Source: an optimization exercise on an open RTL-to-GDS flow (aim: small area, a short achievable clock period and few clock cycles). Production flows keep margins and buffers that such runs may drop. Function was checked by simulation only, so behaviour that the tests miss may differ from the original. No activity file was given, so power comes from the tool's default toggle rates.

$ cat run.sh
#!/bin/bash
# synth_recipe.tcl (not shown) runs the flow's synth.tcl, then flattens the netlist and writes it again
# the make line also repeats each setting of config.mk as NAME=value (left out here)
make -C /OpenROAD-flow-scripts/flow DESIGN_CONFIG=/design/flow/config.mk WORK_HOME=/design/flow/orfs CLKGATE_MAP_FILE= SYNTH_SCRIPT=/design/flow/synth_recipe.tcl finish
$ cat constraint.sdc
create_clock -name core_clock -period 10.0 [get_ports {clk}]
set_input_delay 2.0000 -clock core_clock [delete_from_list [all_inputs] [get_ports {clk}]]
set_output_delay 2.0000 -clock core_clock [all_outputs]
set_load 0.01 [all_outputs]
$ cat design.v
module sbmc_step (
    input  wire [13:0] s,
    input  wire [3:0]  r,
    output wire [11:0] acc,
    output wire [8:0]  dv,
    output wire [5:0]  k,
    output wire [3:0]  rn
);
    wire signed [13:0] ss  = s;
    wire signed [13:0] a14 = ss / 14'sd4;
    wire signed [13:0] d14 = ss / 14'sd40;
    assign acc = a14[11:0];
    assign dv  = d14[8:0];
    wire signed [9:0] t = $signed({6'd0, r}) + $signed(d14[9:0]);
    wire        [9:0] u = t + 10'sd220;
    wire        [9:0] uq = u / 10'd10;
    wire        [9:0] ur = u % 10'd10;
    wire        [9:0] kk = uq - 10'd22;
    assign k  = kk[5:0];
    assign rn = ur[3:0];
endmodule
module sbmc_tick #(
    parameter integer DT        = 100,
    parameter integer SCALE     = 1000,
    parameter integer N_AVG     = 4,
    parameter integer MASK_BITS = 0
) (
    input  wire        clk,
    input  wire        rst,
    input  wire [31:0] cfg_dist_target,
    input  wire [7:0]  cfg_n_ramp,
    input  wire [15:0] cfg_dwell_ticks,
    input  wire [7:0]  cfg_spd_op,
    input  wire [7:0]  cfg_spd_step,
    input  wire [15:0] cfg_cmd_stop,
    input  wire [15:0] cfg_cmd_rev,
    input  wire        run,
    input  wire        tick,
    input  wire        smp_valid,
    output wire        smp_ready,
    input  wire [55:0] smp_data,
    output wire        drv_valid,
    input  wire        drv_ready,
    output wire [15:0] drv_data,
    output wire        busy,
    output wire        running,
    output wire        fault,
    output wire [1:0]  phase,
    output wire [7:0]  ramp,
    output wire [15:0] dwell,
    output wire [31:0] acc,
    output wire [31:0] vel,
    output wire [31:0] distance
);
    localparam [1:0] PH_ACCEL  = 2'd0,
                     PH_CRUISE = 2'd1,
                     PH_REV    = 2'd2,
                     PH_STOP   = 2'd3;
    reg        run_q;
    reg        fault_q;
    reg [1:0]  phase_q;
    reg [7:0]  ramp_q;
    reg [15:0] dwell_q;
    reg [11:0] acc_q;
    reg [31:0] vel_q;
    reg [31:0] dist_q;
    reg [28:0] q_q;           
    reg [3:0]  r_q;           
    reg        pend_q;        
    reg        busy_q;
    reg        samp_q;        
    reg [1:0]  cnt_q;         
    reg        c1_q, c2_q;    
    reg        spec_q;        
    reg        zero_q;        
    reg        dv_q;          
    reg        second_q;      
    reg [15:0] dd_q;          
    reg [13:0] s_q;           
    reg [5:0]  k_q;           
    reg [7:0]  nlvl_q;        
    reg [31:0] tgt_q;         
    reg        dz_q;          
    reg        rlast_q;       
    wire [11:0] raw = {smp_data[11:8], smp_data[7:0]};
    wire [13:0] x   = {{2{raw[11]}}, raw};
    wire [11:0] c1_acc;
    wire [8:0]  c1_dv;
    wire [5:0]  c1_k;
    wire [3:0]  c1_rn;
    sbmc_step u_step (
        .s(s_q), .r(r_q), .acc(c1_acc), .dv(c1_dv), .k(c1_k), .rn(c1_rn)
    );
    wire [32:0] vsum = {vel_q[31], vel_q} + {{24{c1_dv[8]}}, c1_dv};
    wire        vovf = vsum[32] != vsum[31];
    wire        safe = (vel_q[31] == vel_q[30]) && (dist_q[31] == dist_q[30]);
    wire        cq   = vel_q[31] && (r_q != 4'd0);
    wire [33:0] dsum = {{2{dist_q[31]}}, dist_q} + {{5{q_q[28]}}, q_q}
                     + {{28{k_q[5]}}, k_q} + {33'd0, cq};
    wire        dovf = (dsum[33:31] != 3'b000) && (dsum[33:31] != 3'b111);
    wire        d_ge = $signed(dsum) >= $signed({{2{tgt_q[31]}}, tgt_q});
    wire        d_le0 = dsum[33] || (dsum == 34'd0);
    wire [28:0] qsum = q_q + {{23{k_q[5]}}, k_q};
    wire live  = run_q && !fault_q && (phase_q != PH_STOP);
    wire active = samp_q || c1_q || c2_q || dv_q;
    wire start = pend_q && live && !active;
    wire take  = smp_valid && samp_q;
    wire sent  = dv_q && drv_ready;
    wire p0_c1 = c1_q && (phase_q == PH_ACCEL) && safe;
    wire c2_ok = c2_q && !dovf;
    wire p0_c2 = c2_ok && !spec_q && (phase_q == PH_ACCEL);
    wire p1_hit = c2_ok && !spec_q && (phase_q == PH_CRUISE) && d_ge;
    wire p2_hit = c2_ok && !spec_q && (phase_q == PH_REV) && d_le0;
    wire p0 = p0_c1 || p0_c2;
    reg        n_pend, n_samp, n_c1, n_c2, n_dv, n_fault, n_run;
    reg [1:0]  n_phase;
    always @(*) begin
        n_run   = run_q;
        n_fault = fault_q;
        n_phase = phase_q;
        n_samp  = samp_q;
        n_c1    = c1_q;
        n_c2    = c2_q;
        n_dv    = dv_q;
        n_pend  = pend_q;
        if (run && !run_q) begin
            n_run   = 1'b1;
            n_phase = PH_ACCEL;
            n_pend  = 1'b0;
        end else begin
            n_pend = (tick && live) || (pend_q && !start);
            if (start) begin
                if (dwell_q != 16'd0) begin
                    if (dwell_q == 16'd1) begin
                        n_dv    = 1'b1;
                        n_phase = PH_REV;
                    end
                end else begin
                    n_samp = 1'b1;
                end
            end
            if (take && cnt_q == 2'd3) begin
                n_samp = 1'b0;
                n_c1   = 1'b1;
            end
            if (sent && !second_q)
                n_dv = 1'b0;
            if (c1_q) begin
                n_c1 = 1'b0;
                if (vovf)
                    n_fault = 1'b1;
                else
                    n_c2 = 1'b1;
            end
            if (c2_q) begin
                n_c2 = 1'b0;
                if (dovf)
                    n_fault = 1'b1;
            end
            if (p0) begin
                n_dv = 1'b1;
                if (rlast_q)
                    n_phase = PH_CRUISE;
            end
            if (p1_hit) begin
                n_dv = 1'b1;
                if (dz_q)
                    n_phase = PH_REV;
            end
            if (p2_hit) begin
                n_dv    = 1'b1;
                n_phase = PH_STOP;
            end
        end
    end
    wire n_live = n_run && !n_fault && (n_phase != PH_STOP);
    always @(posedge clk) begin
        if (rst) begin
            run_q   <= 1'b0;
            fault_q <= 1'b0;
            phase_q <= PH_ACCEL;
            pend_q  <= 1'b0;
            busy_q  <= 1'b0;
            samp_q  <= 1'b0;
            c1_q    <= 1'b0;
            c2_q    <= 1'b0;
            dv_q    <= 1'b0;
            zero_q  <= 1'b0;
        end else begin
            run_q   <= n_run;
            fault_q <= n_fault;
            phase_q <= n_phase;
            pend_q  <= n_pend;
            busy_q  <= (n_pend && n_live) || n_samp || n_c1 || n_c2 || n_dv;
            samp_q  <= n_samp;
            c1_q    <= n_c1;
            c2_q    <= n_c2;
            dv_q    <= n_dv;
            zero_q  <= (start && dwell_q == 16'd1) || (p1_hit && dz_q);
        end
    end
    always @(posedge clk) begin
        if (rst) begin
            ramp_q  <= 8'd0;
            dwell_q <= 16'd0;
            acc_q   <= 12'd0;
            vel_q   <= 32'd0;
            dist_q  <= 32'd0;
            q_q     <= 29'd0;
            r_q     <= 4'd0;
        end else if (run && !run_q) begin
            ramp_q  <= 8'd0;
            dwell_q <= 16'd0;
            vel_q   <= 32'd0;
            dist_q  <= 32'd0;
            q_q     <= 29'd0;
            r_q     <= 4'd0;
        end else begin
            if (start && dwell_q != 16'd0)
                dwell_q <= dwell_q - 16'd1;
            if (p1_hit && !dz_q)
                dwell_q <= cfg_dwell_ticks;
            if (p0)
                ramp_q <= ramp_q + 8'd1;
            if (c1_q) begin
                acc_q <= c1_acc;
                if (!vovf) begin
                    vel_q <= vsum[31:0];
                    r_q   <= c1_rn;
                end
            end
            if (c2_q) begin
                q_q <= qsum;
                if (!dovf)
                    dist_q <= dsum[31:0];
            end
            if (zero_q) begin
                vel_q <= 32'd0;
                q_q   <= 29'd0;
                r_q   <= 4'd0;
            end
        end
    end
    always @(posedge clk) begin
        tgt_q   <= cfg_dist_target;
        dz_q    <= (cfg_dwell_ticks == 16'd0);
        rlast_q <= (ramp_q + 8'd1 == cfg_n_ramp);
        if (run && !run_q)
            nlvl_q <= cfg_spd_step;
        else if (p0)
            nlvl_q <= nlvl_q + cfg_spd_step;
        if (start)
            cnt_q <= 2'd0;
        else if (take)
            cnt_q <= cnt_q + 2'd1;
        if (take)
            s_q <= (cnt_q == 2'd0) ? x : s_q + x;
        if (c1_q) begin
            k_q    <= c1_k;
            spec_q <= p0_c1;
        end
        if (start) begin
            dd_q     <= cfg_cmd_rev;
            second_q <= 1'b0;
        end else if (p0) begin
            dd_q     <= {nlvl_q, cfg_spd_op};
            second_q <= 1'b0;
        end else if (p1_hit || p2_hit) begin
            dd_q     <= cfg_cmd_stop;
            second_q <= p1_hit && dz_q;
        end else if (sent) begin
            dd_q     <= cfg_cmd_rev;
            second_q <= 1'b0;
        end
    end
    assign smp_ready = samp_q;
    assign drv_valid = dv_q;
    assign drv_data  = dd_q;
    assign busy     = busy_q;
    assign running  = run_q;
    assign fault    = fault_q;
    assign phase    = phase_q;
    assign ramp     = ramp_q;
    assign dwell    = dwell_q;
    assign acc      = {{20{acc_q[11]}}, acc_q};
    assign vel      = vel_q;
    assign distance = dist_q;
endmodule
$ cat config.mk
export PLATFORM = sky130hd
export DESIGN_NAME = sbmc_tick
export DESIGN_NICKNAME = sbmc_tick
export VERILOG_FILES = /design/flow/design.v
export SDC_FILE = /design/flow/constraint.sdc
export NUM_CORES = 4
export LEC_CHECK = 0
export CAP_MARGIN = 20
export CORE_MARGIN = 2
export CORE_UTILIZATION = 40
export SLEW_MARGIN = 20
==> results.txt <==
-- cells in the final DEF (no fill, tap or decap), types with 7 or more instances in the layout --
| master | instances |
|---|---|
| sky130_fd_sc_hd__clkdlybuf4s50_1 | 264 |
| sky130_fd_sc_hd__a21oi_1 | 236 |
| sky130_fd_sc_hd__nor2_1 | 230 |
| sky130_fd_sc_hd__dfxtp_1 | 181 |
| sky130_fd_sc_hd__nand2_1 | 174 |
| sky130_fd_sc_hd__ha_1 | 169 |
| sky130_fd_sc_hd__inv_1 | 157 |
| sky130_fd_sc_hd__xnor2_1 | 117 |
| sky130_fd_sc_hd__buf_4 | 104 |
| sky130_fd_sc_hd__o21ai_0 | 77 |
| sky130_fd_sc_hd__xor2_1 | 47 |
| sky130_fd_sc_hd__nand3_1 | 46 |
| sky130_fd_sc_hd__edfxtp_1 | 45 |
| sky130_fd_sc_hd__nor3_1 | 41 |
| sky130_fd_sc_hd__fa_1 | 38 |
| sky130_fd_sc_hd__a211oi_1 | 36 |
| sky130_fd_sc_hd__a21o_1 | 33 |
| sky130_fd_sc_hd__o21bai_1 | 31 |
| sky130_fd_sc_hd__clkbuf_16 | 30 |
| sky130_fd_sc_hd__nor4_1 | 22 |
| sky130_fd_sc_hd__o22ai_1 | 22 |
| sky130_fd_sc_hd__nand2b_1 | 21 |
| sky130_fd_sc_hd__or3_1 | 20 |
| sky130_fd_sc_hd__mux2i_1 | 20 |
| sky130_fd_sc_hd__nand4_1 | 17 |
| sky130_fd_sc_hd__a31oi_1 | 15 |
| sky130_fd_sc_hd__or4_1 | 15 |
| sky130_fd_sc_hd__and2_1 | 14 |
| sky130_fd_sc_hd__o21a_1 | 14 |
| sky130_fd_sc_hd__o31ai_1 | 14 |
| sky130_fd_sc_hd__nor2b_1 | 12 |
| sky130_fd_sc_hd__and3_1 | 12 |
| sky130_fd_sc_hd__a21oi_2 | 10 |
| sky130_fd_sc_hd__o211ai_1 | 8 |
| sky130_fd_sc_hd__o31a_1 | 8 |
| sky130_fd_sc_hd__a211o_1 | 8 |
| sky130_fd_sc_hd__nor3b_1 | 7 |
-- layer usage --
metal,global-route usage (%),up-vias,routed length (um)
li1,-,8297,-
met5,0,-,0
met3,3.34,72,2250
met2,35.5,351,23900
met1,26.3,7701,22300
met4,7.29,0,1650
-- stage by stage --
step,total power [mW],worst slack [ps],cells,hold WS (ps)
after global placement,1.78,318,3009,448
after global routing,3.04,-12.4,3081,503
final,2.89,565,3081,459
after CTS,2.88,180,3063,461
after detailed placement,1.80,229,3009,452
after floorplan,1.52,550,2156,444
-- timing repair --
item,4_1_cts,5_1_grt
buffers inserted,0,16
resized for setup,0,38
endpoints found under the setup margin,0,44
endpoints found under the hold margin,0,0
-- worst max-delay path: cells and delay by family, from the launching register on --
kind	cells	cell delay (ps)
multiplexers	1	110
buffers and inverters	7	870
AND/OR/NAND/NOR	11	3110
adder cells (fa/ha/maj)	2	640
XOR/XNOR	2	330
AO/OA/AOI/OAI	18	3810
flip-flops	1	450
-- layout make-up --
class                   instances  area, um^2
multi-input cells            1678       12100
diodes                          1        2.50
fillers                      4227       21300
flip-flops and latches        226        4970
well taps                     592         741
inverters                     160         601
clock inverters                14         124
repair buffers                370        3460
clock buffers                  40         842
-- where the power goes --
part	switching [mW]	internal, mW
Sequential	0.0102	0.972
Combinational	0.438	0.400
Clock	0.429	0.637
-- flip-flops by register name (all words and copies together), names as in the netlist, 4 cells and up --
name and cells:
dist_q 32, tgt_q 32, vel_q 32, q_q 29, dd_q 16, dwell_q 16
s_q 14, acc_q 12, nlvl_q 8, ramp_q 8, k_q 6, r_q 4
-- worst max-delay path by stage --
stage / start / to / slack (ps)
after detailed placement: s_q[5] / r_q[1] / 230
after global placement: s_q[5] / r_q[1] / 320
after floorplan: s_q[3] / vel_q[10] / 550
after CTS: s_q[5] / r_q[1] / 180
final: s_q[3] / r_q[2] / 560
after global routing: s_q[3] / r_q[2] / -10
-- logic make-up (layout without fill, tap and decap cells) --
logic type / Yosys count / count (layout) / share of synthesized area [%]
muxes: 24 / 24 / 1.43
and+or+nand+nor: 678 / 679 / 18.3
DFF: 226 / 226 / 27.9
xor gates and xnor gates: 176 / 176 / 9.05
buffers and inverters: 253 / 584 / 5.91
other: 0 / 1 / 0
adders and majority gates: 210 / 210 / 16.3
AOI/OAI and AO/OA: 589 / 589 / 21.2
==> PnR_summary.wiki <==
{| class="wikitable"
! Metric !! Value
|-
| Top fanout value on the critical path || 9
|-
| Layout Area Growth over Synthesis || 27.9%
|-
| Clock latency of the later-clocked register in the worst-skew pair || 580 ps
|-
| Count of flip-flops with a built-in enable after synthesis || 45
|-
| Total count of max-transition violations in the final report || 0
|-
| Worst relative slew slack || about a third
|-
| Cell types with the highest counts after synthesis || sky130_fd_sc_hd__a21oi_1 (244), sky130_fd_sc_hd__nor2_1 (232), sky130_fd_sc_hd__dfxtp_1 (181)
|-
| Clock root buffer || sky130_fd_sc_hd__clkbuf_16
|-
| Yosys top cell by area || sky130_fd_sc_hd__dfxtp_1
|-
| Crit path kind || register to register
|-
| Cell repeated most along the worst path || sky130_fd_sc_hd__buf_4
|-
| Wire length per cell after detailed routing || about 16 um
|-
| Count of endpoints failing setup in the final report || 0
|-
| 1st-pass router iterations || 5
|-
| Largest incremental delay on the critical path || 620 ps
|-
| Total negative slack for setup checks || 0 ps
|-
| Avg Vias per Cell || 5.33
|-
| Crit path time final || roughly 9400 ps
|-
| Count of unresolved DRC violations after routing || 0
|-
| Launching element type of the critical path || register
|-
| Post-Synthesis Mean Instance Area || around 8.3 um^2
|-
| Required @ worst endpoint || 10500 ps
|-
| Arrival time reported for the critical path endpoint || between 9000 and 10000 ps
|-
| Leakage || around 9.4 nW
|-
| Number of clock sinks || between 200 and 250
|-
| Max-capacitance violation count || 0
|-
| CTS tree || built
|-
| Vias in the first global route || approximately 16k
|-
| Total congestion overflow || 0
|-
| Port bufs || between 200 and 300
|-
| Pin count of the biggest net entering global routing || slightly above 60
|-
| Area of the mapped netlist || 17800 um^2
|-
| VDD IR-drop max || ~0.00014 V
|-
| Result of the run || no timing/DRC/antenna violations
|-
| Most area-consuming cells after synthesis || sky130_fd_sc_hd__dfxtp_1 (20%), sky130_fd_sc_hd__ha_1 (12%), sky130_fd_sc_hd__edfxtp_1 (7.6%), sky130_fd_sc_hd__a21oi_1 (6.8%), sky130_fd_sc_hd__xnor2_1 (5.8%)
|-
| Fraction of final layout cells with drive strength greater than 1 || a little under a tenth
|-
| Final Instance Area || between 20000 and 25000 um^2
|-
| Overall track demand over capacity in global routing || 20.7%
|-
| Worst Clk Skew || about 17 ps
|-
| Element type at the critical path end || register
|-
| Worst-path cell with the longest stage delay || sky130_fd_sc_hd__or4_4
|-
| Prevailing post-synth register cell || sky130_fd_sc_hd__dfxtp_1
|-
| Asr flop ratio synth || 0%
|-
| HPWL after detailed placement || approximately 38000 um
|-
| Final core area utilization || between 50% and 60%
|-
| Path depth of the worst reg2reg path || between 40 and 50
|-
| Leading cell type by number of instances after synthesis || sky130_fd_sc_hd__a21oi_1
|-
| Slack of the worst reg-to-reg path || between 500 and 600 ps
|-
| Slew @ Worst Pin || approximately 1000 ps
|-
| HP Start || acc_q[1]
|-
| Die outline area || 46300 um^2
|-
| Hold buffers post-CTS || 0
|-
| Final worst path period share || a little over nine tenths
|-
| DIE WIDTH || ~220 um
|-
| Core ar. || about 44000 um^2
|-
| Share of the synthesized area in the top cell type || 20.3%
|-
| Placer Congestion || slightly below 0.9
|-
| Worst hold path stage count || 2
|-
| Register clock-pin slew on the reported worst setup and hold paths || 60 ps
|-
| Number of violations reported at the end of detailed-routing iteration 0 || around 900
|-
| Source of the worst register-to-register timing path || s_q[3]
|-
| Post-route ant nets || 0
|-
| Warnings from Yosys || 1
|-
| Hold endpoint || acc_q[1]
|-
| DR vias || about 16k
|-
| Sequential area share after synthesis || 27.9%
|-
| Number of cells produced by synthesis || around 2.2k
|-
| Placement-stage cell area || about 22000 um^2
|-
| Starting density of the core || 40.4%
|-
| Total clock buffers created by CTS || 29
|-
| Number of storage elements in the synthesis netlist || between 200 and 250
|-
| Vertical die dimension || about 220 um
|-
| Total number of H-tree levels || 1
|-
| Achievable clock frequency || 106 MHz
|-
| Number of distinct library cells after synthesis || 102
|-
| Total Routed Length || 50000 um
|-
| Initial antenna violation count || 1
|-
| Power per cell area || roughly 130 nW/um^2
|-
| Final-stage net count || 2839
|-
| Class of the most critical hold timing path || register to register
|-
| Count of boundary I/O pins || around 310
|-
| First-pass GRT wire length || 79800 um
|-
| Total nets after synthesis || roughly 2.5k
|-
| Worst-case clock buffer depth || 3
|-
| Count of standard-cell rows || 77
|-
| Fin. Hold Viols || 0
|-
| RR Endpoint || r_q[2]
|}
Testbench counts, summed over its fixed seeds: cycles 27,666.

[re-timing with driven ports]
The results above use ideal ports. As a check the final layout listed here was re-extracted and re-timed, cells and wires unchanged.
Step 1 assumes that a clkbuf_16 drives the clock port and a buf_2 every other input.
Step 2 times the ports against the registers' clock, not the clock port: input delays grow and output delays shrink by t, the midpoint of the rising clock arrivals with the driver on.
Three values: ideal, step 1, step 2; two values: the first two.
t, ns: 0.631
setup WS [ns]: 0.565 / 0.565 / 0.565
worst hold slack (ns): 0.459 / 0.459 / 0.459
latest minus earliest clock arrival (ns): 0.017 / 0.017
worst slew at a driven data input, ns: 0.10
After both steps this run still meets setup and hold. The setup slack of this run moves by 0.000 ns with the drivers and by 0.000 ns with both steps.
